From an optimization exercise on the open Yosys and OpenROAD flow, aimed at small area and a short achievable clock period; shortcuts taken in it are not production practice.
Function was checked by simulation only, so behaviour that the tests miss may differ from the original.
Power and IR drop assume default switching activity.

==> flow/design.v <==
module xbee_rx (
    input  wire       clk,
    input  wire       rst,         
    input  wire       wr_valid,
    input  wire [7:0] wr_data,
    input  wire       run,
    input  wire [1:0] mode,        
    input  wire       flush,
    output reg  [5:0] avail,
    output reg        out_valid,
    output reg  [1:0] out_kind,
    output reg  [7:0] out_data
);
    localparam CAP = 32;
    localparam ST_HUNT   = 3'd0;
    localparam ST_LEN_HI = 3'd1;
    localparam ST_LEN_LO = 3'd2;
    localparam ST_PAY    = 3'd3;
    localparam ST_CKS    = 3'd4;
    localparam K_PAYLOAD = 2'd0;
    localparam K_FRAME   = 2'd1;
    localparam K_BADCKS  = 2'd2;
    localparam K_SPECIAL = 2'd3;
    localparam [7:0] DELIM = 8'h7E;
    localparam [7:0] ESC   = 8'h7D;
    localparam [7:0] XON   = 8'h11;
    localparam [7:0] XOFF  = 8'h13;
    reg [7:0] sr [0:CAP-1];    
    reg [1:0] ctl_mode;
    reg       nz;           
    reg       mpar;         
    wire mode_change = (mode != ctl_mode);
    wire step        = run && mpar && !mode_change && !flush && nz;
    wire full        = avail[5];
    integer i;
    always @(posedge clk) begin
        if (wr_valid) begin
            sr[0] <= wr_data;
            for (i = 1; i < CAP; i = i + 1)
                sr[i] <= sr[i-1];
        end
    end
    wire [7:0] t0 [0:31];
    wire [7:0] t1 [0:15];
    wire [7:0] t2 [0:7];
    wire [7:0] t3 [0:3];
    wire [7:0] t4 [0:1];
    genvar g;
    generate
        for (g = 0; g < 32; g = g + 1) begin : g_t0
            assign t0[g] = sr[(g + 31) % 32];
        end
        for (g = 0; g < 16; g = g + 1) begin : g_t1
            assign t1[g] = avail[0] ? t0[2*g+1] : t0[2*g];
        end
        for (g = 0; g < 8; g = g + 1) begin : g_t2
            assign t2[g] = avail[1] ? t1[2*g+1] : t1[2*g];
        end
        for (g = 0; g < 4; g = g + 1) begin : g_t3
            assign t3[g] = avail[2] ? t2[2*g+1] : t2[2*g];
        end
        for (g = 0; g < 2; g = g + 1) begin : g_t4
            assign t4[g] = avail[3] ? t3[2*g+1] : t3[2*g];
        end
    endgenerate
    wire [7:0] b_rd = avail[4] ? t4[1] : t4[0];
    reg       ev_step;      
    reg [7:0] ev_b;
    wire [5:0] avail_m1 = avail - 6'd1;
    wire [5:0] avail_p1 = avail + 6'd1;
    always @(posedge clk) begin
        ev_b <= b_rd;
        if (rst) begin
            avail    <= 6'd0;
            nz       <= 1'b0;
            ctl_mode <= 2'd0;
            mpar     <= 1'b0;
            ev_step  <= 1'b0;
        end else begin
            ctl_mode <= mode;
            mpar     <= (mode == 2'd1) || (mode == 2'd2);
            ev_step  <= step;
            if (flush) begin
                avail <= {5'd0, wr_valid};
                nz    <= wr_valid;
            end else if (step) begin
                if (!wr_valid) begin
                    avail <= avail_m1;
                    nz    <= (avail != 6'd1);
                end
            end else if (wr_valid) begin
                if (!full)
                    avail <= avail_p1;
                nz <= 1'b1;
            end
        end
    end
    reg  [2:0]  state;
    reg         esc;
    reg  [15:0] rem;      
    reg  [7:0]  sum;
    wire [7:0] b = ev_b;
    wire [7:0] v = {b[7:6], b[5] ^ esc, b[4:0]};
    wire [7:0] sum_v = sum + v;
    reg  [2:0]  n_state;
    reg         n_esc;
    reg  [15:0] n_rem;
    reg  [7:0]  n_sum;
    reg         n_item;
    reg  [1:0]  n_kind;
    reg  [7:0]  n_data;
    reg         deliver;
    always @(*) begin
        n_state = state;
        n_esc   = esc;
        n_rem   = rem;
        n_sum   = sum;
        n_item  = 1'b0;
        n_kind  = K_PAYLOAD;
        n_data  = v;
        deliver = 1'b0;
        if (state == ST_HUNT) begin
            if (b == DELIM) begin
                n_state = ST_LEN_HI;
                n_esc   = 1'b0;
            end
        end else if (!ctl_mode[1]) begin
            deliver = 1'b1;
        end else if (esc) begin
            n_esc   = 1'b0;
            deliver = 1'b1;
        end else if (b == ESC) begin
            n_esc = 1'b1;
        end else if (b == DELIM) begin
            n_item  = 1'b1;
            n_kind  = K_SPECIAL;
            n_state = ST_LEN_HI;
        end else if (b == XON || b == XOFF) begin
            n_item  = 1'b1;
            n_kind  = K_SPECIAL;
            n_state = ST_HUNT;
        end else begin
            deliver = 1'b1;
        end
        if (deliver) begin
            case (state)
                ST_LEN_HI: begin
                    n_rem[15:8] = v;
                    n_state     = ST_LEN_LO;
                end
                ST_LEN_LO: begin
                    n_rem[7:0] = v;
                    n_sum      = 8'h00;
                    n_state    = ({rem[15:8], v} != 16'h0000) ? ST_PAY : ST_CKS;
                end
                ST_PAY: begin
                    n_item = 1'b1;
                    n_kind = K_PAYLOAD;
                    n_sum  = sum_v;
                    n_rem  = rem - 16'd1;
                    if (rem == 16'd1)
                        n_state = ST_CKS;
                end
                default: begin  
                    n_item = 1'b1;
                    n_kind = (sum_v == 8'hFF) ? K_FRAME : K_BADCKS;
                    n_data = ~sum;
                    n_state = ST_HUNT;
                end
            endcase
        end
    end
    always @(posedge clk) begin
        if (rst) begin
            state     <= ST_HUNT;
            esc       <= 1'b0;
            out_valid <= 1'b0;
        end else begin
            if (mode_change) begin
                state <= ST_HUNT;
                esc   <= 1'b0;
            end else if (ev_step) begin
                state <= n_state;
                esc   <= n_esc;
            end
            out_valid <= ev_step && n_item;
        end
        if (ev_step) begin
            rem <= n_rem;
            sum <= n_sum;
        end
        out_kind <= n_kind;
        out_data <= n_data;
    end
endmodule
==> flow/config.mk <==
export PLATFORM = sky130hd
export DESIGN_NAME = xbee_rx
export DESIGN_NICKNAME = xbee_rx
export VERILOG_FILES = /design/flow/design.v
export SDC_FILE = /design/flow/constraint.sdc
export NUM_CORES = 4
export LEC_CHECK = 0
export CAP_MARGIN = 20
export CORE_MARGIN = 2
export CORE_UTILIZATION = 55
export CTS_BUF_LIST = sky130_fd_sc_hd__clkbuf_16
export CTS_CLUSTER_DIAMETER = 100
export CTS_CLUSTER_SIZE = 32
export SETUP_SLACK_MARGIN = 3.8
export SLEW_MARGIN = 20
==> flow/constraint.sdc <==
create_clock -name core_clock -period 6.0 [get_ports {clk}]
set_input_delay 1.2000 -clock core_clock [delete_from_list [all_inputs] [get_ports {clk}]]
set_output_delay 1.2000 -clock core_clock [all_outputs]
set_load 0.01 [all_outputs]
run.sh (not shown) runs the stock make flow with config.mk's settings and CLKGATE_MAP_FILE= SYNTH_SCRIPT=/design/flow/synth_recipe.tcl, a recipe that flattens the netlist after the stock synthesis.
The first run finished with timing, DRC and antenna clean.
Change:
--- a/flow/design.v
+++ b/flow/design.v
@@ -64,23 +64,28 @@
         end
     endgenerate
     wire [7:0] b_rd = avail[4] ? t4[1] : t4[0];
     reg       ev_step;      
+    reg       ev_hunt;      
+    reg       ev_esc;       
     reg [7:0] ev_b;
     wire [5:0] avail_m1 = avail - 6'd1;
     wire [5:0] avail_p1 = avail + 6'd1;
     always @(posedge clk) begin
         ev_b <= b_rd;
+        ev_esc <= ctl_mode[1];
         if (rst) begin
             avail    <= 6'd0;
             nz       <= 1'b0;
             ctl_mode <= 2'd0;
             mpar     <= 1'b0;
             ev_step  <= 1'b0;
+            ev_hunt  <= 1'b0;
         end else begin
             ctl_mode <= mode;
             mpar     <= (mode == 2'd1) || (mode == 2'd2);
             ev_step  <= step;
+            ev_hunt  <= mode_change;
             if (flush) begin
                 avail <= {5'd0, wr_valid};
                 nz    <= wr_valid;
             end else if (step) begin
@@ -100,9 +105,8 @@
     reg  [15:0] rem;      
     reg  [7:0]  sum;
     wire [7:0] b = ev_b;
     wire [7:0] v = {b[7:6], b[5] ^ esc, b[4:0]};
-    wire [7:0] sum_v = sum + v;
     reg  [2:0]  n_state;
     reg         n_esc;
     reg  [15:0] n_rem;
     reg  [7:0]  n_sum;
@@ -123,9 +127,9 @@
             if (b == DELIM) begin
                 n_state = ST_LEN_HI;
                 n_esc   = 1'b0;
             end
-        end else if (!ctl_mode[1]) begin
+        end else if (!ev_esc) begin
             deliver = 1'b1;
         end else if (esc) begin
             n_esc   = 1'b0;
             deliver = 1'b1;
@@ -155,17 +159,21 @@
                 end
                 ST_PAY: begin
                     n_item = 1'b1;
                     n_kind = K_PAYLOAD;
-                    n_sum  = sum_v;
+                    n_sum  = sum + v;
                     n_rem  = rem - 16'd1;
                     if (rem == 16'd1)
                         n_state = ST_CKS;
                 end
                 default: begin  
                     n_item = 1'b1;
-                    n_kind = (sum_v == 8'hFF) ? K_FRAME : K_BADCKS;
-                    n_data = ~sum;
+                    if (v == ~sum) begin
+                        n_kind = K_FRAME;
+                    end else begin
+                        n_kind = K_BADCKS;
+                        n_data = ~sum;
+                    end
                     n_state = ST_HUNT;
                 end
             endcase
         end
@@ -174,13 +182,14 @@
         if (rst) begin
             state     <= ST_HUNT;
             esc       <= 1'b0;
             out_valid <= 1'b0;
+        end else if (ev_hunt) begin
+            state     <= ST_HUNT;
+            esc       <= 1'b0;
+            out_valid <= 1'b0;
         end else begin
-            if (mode_change) begin
-                state <= ST_HUNT;
-                esc   <= 1'b0;
-            end else if (ev_step) begin
+            if (ev_step) begin
                 state <= n_state;
                 esc   <= n_esc;
             end
             out_valid <= ev_step && n_item;
Die area is about the same.
Sequential share of layout area rose by 1.1 points.
Cell area fell by 1.3%.
Via count fell by 1.8%.
Area after synthesis barely changes.
Register-to-register slack is better by 0.02 ns.
Wire length fell by 1.3%.


xbee_rx, a different RTL version from the one above (not shown whole).
Size in the first run: about 32 I/O pins, roughly 0.013 mm^2 of cells after synthesis.
clock: 6.0 ns
lec_check: 0
cap_margin: 20
core_margin: 2
core_utilization: 55
cts_buf_list: sky130_fd_sc_hd__clkbuf_16
cts_cluster_diameter: 100
cts_cluster_size: 32
setup_slack_margin: 3.8
slew_margin: 20
Then changed:
--- a/flow/design.v
+++ b/flow/design.v
@@ -8,18 +8,19 @@
     input  wire       flush,
     output reg  [5:0] avail,
     output reg        out_valid,
     output reg  [1:0] out_kind,
     output reg  [7:0] out_data
 );
     localparam CAP = 32;
-    localparam ST_HUNT   = 2'd0;
-    localparam ST_LEN_HI = 2'd1;
-    localparam ST_LEN_LO = 2'd2;
-    localparam ST_BODY   = 2'd3;    
+    localparam ST_HUNT   = 3'd0;
+    localparam ST_LEN_HI = 3'd1;
+    localparam ST_LEN_LO = 3'd2;
+    localparam ST_PAY    = 3'd3;
+    localparam ST_CKS    = 3'd4;
     localparam K_PAYLOAD = 2'd0;
     localparam K_FRAME   = 2'd1;
     localparam K_BADCKS  = 2'd2;
     localparam K_SPECIAL = 2'd3;
     localparam [7:0] DELIM = 8'h7E;
     localparam [7:0] ESC   = 8'h7D;
     localparam [7:0] XON   = 8'h11;
@@ -122,21 +123,22 @@
             ev_step  <= step;
             avail    <= c_nx;
             nav      <= ~c_nx;
             gc       <= g_nx;
             nz       <= z_nx;
         end
     end
-    reg  [1:0]  state;
+    reg  [2:0]  state;
     reg         esc;
     reg  [15:0] rem;      
     reg  [7:0]  sum;
     wire [7:0] b = ev_b;
     wire [7:0] v = {b[7:6], b[5] ^ esc, b[4:0]};
-    reg  [1:0]  n_state;
+    wire [7:0] sum_v = sum + v;
+    reg  [2:0]  n_state;
     reg         n_esc;
     reg  [15:0] n_rem;
     reg  [7:0]  n_sum;
     reg         n_item;
     reg  [1:0]  n_kind;
     reg  [7:0]  n_data;
     reg         deliver;
@@ -177,27 +179,29 @@
                 ST_LEN_HI: begin
                     n_rem[15:8] = v;
                     n_state     = ST_LEN_LO;
                 end
                 ST_LEN_LO: begin
                     n_rem[7:0] = v;
                     n_sum      = 8'h00;
-                    n_state    = ST_BODY;
+                    n_state    = ({rem[15:8], v} != 16'h0000) ? ST_PAY : ST_CKS;
+                end
+                ST_PAY: begin
+                    n_item = 1'b1;
+                    n_kind = K_PAYLOAD;
+                    n_sum  = sum_v;
+                    n_rem  = rem - 16'd1;
+                    if (rem == 16'd1)
+                        n_state = ST_CKS;
                 end
                 default: begin  
                     n_item = 1'b1;
-                    if (rem != 16'h0000) begin
-                        n_kind = K_PAYLOAD;
-                        n_sum  = sum + v;
-                        n_rem  = rem - 16'd1;
-                    end else begin
-                        n_kind  = (v == ~sum) ? K_FRAME : K_BADCKS;
-                        n_data  = ~sum;
-                        n_state = ST_HUNT;
-                    end
+                    n_kind = (sum_v == 8'hFF) ? K_FRAME : K_BADCKS;
+                    n_data = ~sum;
+                    n_state = ST_HUNT;
                 end
             endcase
         end
     end
     always @(posedge clk) begin
         if (rst) begin
             state     <= ST_HUNT;
Effect: Count of clock-buffer cells in the layout stays the same; utilization goes down by 0.69 points; worst hold slack barely changes; worst setup slack got worse by 0.0067 ns; combinational power goes up by 10%; power goes up by 0.98%; cell area goes down by 1.4%; non-clock buffer count goes down by 11; wire length goes down by 1.4%; cell count goes down by 3.4%; sequential power is about the same; clock skew is about the same; via count goes down by 2.3%.


Another version of the RTL of xbee_rx (not shown whole).
Size: about 690 cells after synthesis, ~320 flip-flops, roughly 32 I/O pins, ~0.013 mm2 of cells after synthesis.
==> module xbee_rx, before the edit <==
module xbee_rx (
    input  wire       clk,
    input  wire       rst,         
    input  wire       wr_valid,
    input  wire [7:0] wr_data,
    input  wire       run,
    input  wire [1:0] mode,        
    input  wire       flush,
    output reg  [5:0] avail,
    output reg        out_valid,
    output reg  [1:0] out_kind,
    output reg  [7:0] out_data
);
    localparam CAP = 32;
    localparam ST_HUNT   = 3'd0;
    localparam ST_LEN_HI = 3'd1;
    localparam ST_LEN_LO = 3'd2;
    localparam ST_PAY    = 3'd3;
    localparam ST_CKS    = 3'd4;
    localparam K_PAYLOAD = 2'd0;
    localparam K_FRAME   = 2'd1;
    localparam K_BADCKS  = 2'd2;
    localparam K_SPECIAL = 2'd3;
    localparam [7:0] DELIM = 8'h7E;
    localparam [7:0] ESC   = 8'h7D;
    localparam [7:0] XON   = 8'h11;
    localparam [7:0] XOFF  = 8'h13;
    reg [7:0] sr [0:CAP-1];    
    reg [1:0] ctl_mode;
    reg [5:0] nav;          
    reg       nz;           
    reg       m_api;        
    reg       m_esc;        
    wire [5:0] cnt = ~nav;
    wire mode_change = (mode != ctl_mode);
    wire mode_ok     = (m_api && !mode[1] && mode[0]) || (m_esc && mode[1] && !mode[0]);
    wire go          = run && !flush && nz;    
    wire step        = go && mode_ok;
    wire full        = cnt[5];
    integer i;
    always @(posedge clk) begin
        if (wr_valid) begin
            sr[0] <= wr_data;
            for (i = 1; i < CAP; i = i + 1)
                sr[i] <= sr[i-1];
        end
    end
    wire [7:0] t0 [0:31];
    wire [7:0] t1 [0:15];
    wire [7:0] t2 [0:7];
    wire [7:0] t3 [0:3];
    wire [7:0] t4 [0:1];
    genvar g;
    generate
        for (g = 0; g < 32; g = g + 1) begin : g_t0
            assign t0[g] = sr[(62 - g) % 32];
        end
        for (g = 0; g < 16; g = g + 1) begin : g_t1
            assign t1[g] = nav[0] ? t0[2*g+1] : t0[2*g];
        end
        for (g = 0; g < 8; g = g + 1) begin : g_t2
            assign t2[g] = nav[1] ? t1[2*g+1] : t1[2*g];
        end
        for (g = 0; g < 4; g = g + 1) begin : g_t3
            assign t3[g] = nav[2] ? t2[2*g+1] : t2[2*g];
        end
        for (g = 0; g < 2; g = g + 1) begin : g_t4
            assign t4[g] = nav[3] ? t3[2*g+1] : t3[2*g];
        end
    endgenerate
    wire [7:0] b_rd = nav[4] ? t4[1] : t4[0];
    reg       ev_step;      
    reg [7:0] ev_b;
    wire [5:0] c_m1 = cnt - 6'd1;
    wire [5:0] c_p1 = cnt + 6'd1;
    wire [5:0] c_fl = {5'd0, wr_valid};
    wire [5:0] c_ns = flush ? c_fl : (wr_valid && !full) ? c_p1 : cnt;
    wire [5:0] c_st = wr_valid ? cnt : c_m1;
    wire       z_ns = flush ? wr_valid : (wr_valid || nz);
    wire       z_st = wr_valid || (cnt != 6'd1);
    wire [5:0] c_nx = step ? c_st : c_ns;
    wire       z_nx = step ? z_st : z_ns;
    always @(posedge clk) begin
        ev_b <= b_rd;
        if (rst) begin
            avail    <= 6'd0;
            nav      <= 6'h3F;
            nz       <= 1'b0;
            ctl_mode <= 2'd0;
            m_api    <= 1'b0;
            m_esc    <= 1'b0;
            ev_step  <= 1'b0;
        end else begin
            ctl_mode <= mode;
            m_api    <= (mode == 2'd1);
            m_esc    <= (mode == 2'd2);
            ev_step  <= step;
            avail    <= c_nx;
            nav      <= ~c_nx;
            nz       <= z_nx;
        end
    end
    reg  [2:0]  state;
    reg         esc;
    reg  [15:0] rem;      
    reg  [7:0]  sum;
    wire [7:0] b = ev_b;
    wire [7:0] v = {b[7:6], b[5] ^ esc, b[4:0]};
    reg  [2:0]  n_state;
    reg         n_esc;
    reg  [15:0] n_rem;
    reg  [7:0]  n_sum;
    reg         n_item;
    reg  [1:0]  n_kind;
    reg  [7:0]  n_data;
    reg         deliver;
    always @(*) begin
        n_state = state;
        n_esc   = esc;
        n_rem   = rem;
        n_sum   = sum;
        n_item  = 1'b0;
        n_kind  = K_PAYLOAD;
        n_data  = v;
        deliver = 1'b0;
        if (state == ST_HUNT) begin
            if (b == DELIM) begin
                n_state = ST_LEN_HI;
                n_esc   = 1'b0;
            end
        end else if (!ctl_mode[1]) begin
            deliver = 1'b1;
        end else if (esc) begin
            n_esc   = 1'b0;
            deliver = 1'b1;
        end else if (b == ESC) begin
            n_esc = 1'b1;
        end else if (b == DELIM) begin
            n_item  = 1'b1;
            n_kind  = K_SPECIAL;
            n_state = ST_LEN_HI;
        end else if (b == XON || b == XOFF) begin
            n_item  = 1'b1;
            n_kind  = K_SPECIAL;
            n_state = ST_HUNT;
        end else begin
            deliver = 1'b1;
        end
        if (deliver) begin
            case (state)
                ST_LEN_HI: begin
                    n_rem[15:8] = v;
                    n_state     = ST_LEN_LO;
                end
                ST_LEN_LO: begin
                    n_rem[7:0] = v;
                    n_sum      = 8'h00;
                    n_state    = ({rem[15:8], v} != 16'h0000) ? ST_PAY : ST_CKS;
                end
                ST_PAY: begin
                    n_item = 1'b1;
                    n_kind = K_PAYLOAD;
                    n_sum  = sum + v;
                    n_rem  = rem - 16'd1;
                    if (rem == 16'd1)
                        n_state = ST_CKS;
                end
                default: begin  
                    n_item  = 1'b1;
                    n_kind  = (v == ~sum) ? K_FRAME : K_BADCKS;
                    n_data  = ~sum;
                    n_state = ST_HUNT;
                end
            endcase
        end
    end
    always @(posedge clk) begin
        if (rst) begin
            state     <= ST_HUNT;
            esc       <= 1'b0;
            out_valid <= 1'b0;
        end else begin
            if (mode_change) begin
                state <= ST_HUNT;
                esc   <= 1'b0;
            end else if (ev_step) begin
                state <= n_state;
                esc   <= n_esc;
            end
            out_valid <= ev_step && n_item;
        end
        if (ev_step) begin
            rem <= n_rem;
            sum <= n_sum;
        end
        out_kind <= n_kind;
        out_data <= n_data;
    end
endmodule
make LEC_CHECK=0 CAP_MARGIN=20 CORE_MARGIN=2 CORE_UTILIZATION=55 CTS_BUF_LIST=sky130_fd_sc_hd__clkbuf_16 CTS_CLUSTER_DIAMETER=100 CTS_CLUSTER_SIZE=32 SETUP_SLACK_MARGIN=3.8 SLEW_MARGIN=20 finish   # period 6.0 ns
The baseline produced a clean layout.
Change:
--- a/flow/design.v
+++ b/flow/design.v
@@ -9,17 +9,16 @@
     output reg  [5:0] avail,
     output reg        out_valid,
     output reg  [1:0] out_kind,
     output reg  [7:0] out_data
 );
     localparam CAP = 32;
-    localparam ST_HUNT   = 3'd0;
-    localparam ST_LEN_HI = 3'd1;
-    localparam ST_LEN_LO = 3'd2;
-    localparam ST_PAY    = 3'd3;
-    localparam ST_CKS    = 3'd4;
+    localparam ST_HUNT   = 2'd0;
+    localparam ST_LEN_HI = 2'd1;
+    localparam ST_LEN_LO = 2'd2;
+    localparam ST_BODY   = 2'd3;    
     localparam K_PAYLOAD = 2'd0;
     localparam K_FRAME   = 2'd1;
     localparam K_BADCKS  = 2'd2;
     localparam K_SPECIAL = 2'd3;
     localparam [7:0] DELIM = 8'h7E;
     localparam [7:0] ESC   = 8'h7D;
@@ -97,19 +96,19 @@
             ev_step  <= step;
             avail    <= c_nx;
             nav      <= ~c_nx;
             nz       <= z_nx;
         end
     end
-    reg  [2:0]  state;
+    reg  [1:0]  state;
     reg         esc;
     reg  [15:0] rem;      
     reg  [7:0]  sum;
     wire [7:0] b = ev_b;
     wire [7:0] v = {b[7:6], b[5] ^ esc, b[4:0]};
-    reg  [2:0]  n_state;
+    reg  [1:0]  n_state;
     reg         n_esc;
     reg  [15:0] n_rem;
     reg  [7:0]  n_sum;
     reg         n_item;
     reg  [1:0]  n_kind;
     reg  [7:0]  n_data;
@@ -152,27 +151,25 @@
                     n_rem[15:8] = v;
                     n_state     = ST_LEN_LO;
                 end
                 ST_LEN_LO: begin
                     n_rem[7:0] = v;
                     n_sum      = 8'h00;
-                    n_state    = ({rem[15:8], v} != 16'h0000) ? ST_PAY : ST_CKS;
-                end
-                ST_PAY: begin
-                    n_item = 1'b1;
-                    n_kind = K_PAYLOAD;
-                    n_sum  = sum + v;
-                    n_rem  = rem - 16'd1;
-                    if (rem == 16'd1)
-                        n_state = ST_CKS;
+                    n_state    = ST_BODY;
                 end
                 default: begin  
-                    n_item  = 1'b1;
-                    n_kind  = (v == ~sum) ? K_FRAME : K_BADCKS;
-                    n_data  = ~sum;
-                    n_state = ST_HUNT;
+                    n_item = 1'b1;
+                    if (rem != 16'h0000) begin
+                        n_kind = K_PAYLOAD;
+                        n_sum  = sum + v;
+                        n_rem  = rem - 16'd1;
+                    end else begin
+                        n_kind  = (v == ~sum) ? K_FRAME : K_BADCKS;
+                        n_data  = ~sum;
+                        n_state = ST_HUNT;
+                    end
                 end
             endcase
         end
     end
     always @(posedge clk) begin
         if (rst) begin
What happened:
- The new run finished clean
- cell count rose by roughly a tenth
- clock skew fell by 0.018 ns
- clock-buffer cell count fell by 1
- total power fell by a few percent
- final area rose by a few percent
- sequential cell count fell by 1
- worst hold slack is better by 0.031 ns
- wire length rose by roughly a tenth
- synthesized cell count rose by a few percent
- worst setup slack is worse by 0.26 ns
- die area rose slightly

## separate check: timing with driven ports
No port has a modelled driver above. Below, the same layouts with a new extraction and two added sets of constraints.
Step 1, drivers: a clkbuf_16 drives clk and a buf_2 each remaining input, both assumed.
Step 2, shift: input delay + t, output delay - t, t = (earliest + latest rising clock arrival at the registers) / 2. This alone moves slack from input paths to output paths.
Slacks: no drivers / after step 1 / after step 2; pairs: no drivers / after step 1.
run	shift t [ns]	slack for setup (ns)	hold slack, ns	worst setup path after step 2	latest minus earliest clock arrival (ns)
the first run of note 1	0.542	3.689 / 3.644 / 3.206	0.438 / 0.438 / 0.438	input to register	0.031 / 0.031
the second run of note 1	0.544	3.737 / 3.737 / 3.330	0.408 / 0.408 / 0.408	input to register	0.037 / 0.037
the first run of note 2	0.543	3.798 / 3.751 / 3.258	0.435 / 0.435 / 0.435	input to register	0.024 / 0.024
the second run of note 2	0.534	3.791 / 3.765 / 3.258	0.433 / 0.433 / 0.433	input to register	0.037 / 0.037
the first run of note 3	0.548	3.819 / 3.774 / 3.291	0.423 / 0.423 / 0.423	input to register	0.035 / 0.035
the second run of note 3	0.541	3.563 / 3.563 / 3.130	0.454 / 0.454 / 0.454	input to register	0.018 / 0.018
After both steps setup and hold are still met in every run listed. The setup slack of the first run of note 2, which loses most, moves by -0.047 ns with the drivers and by -0.540 ns with both steps.
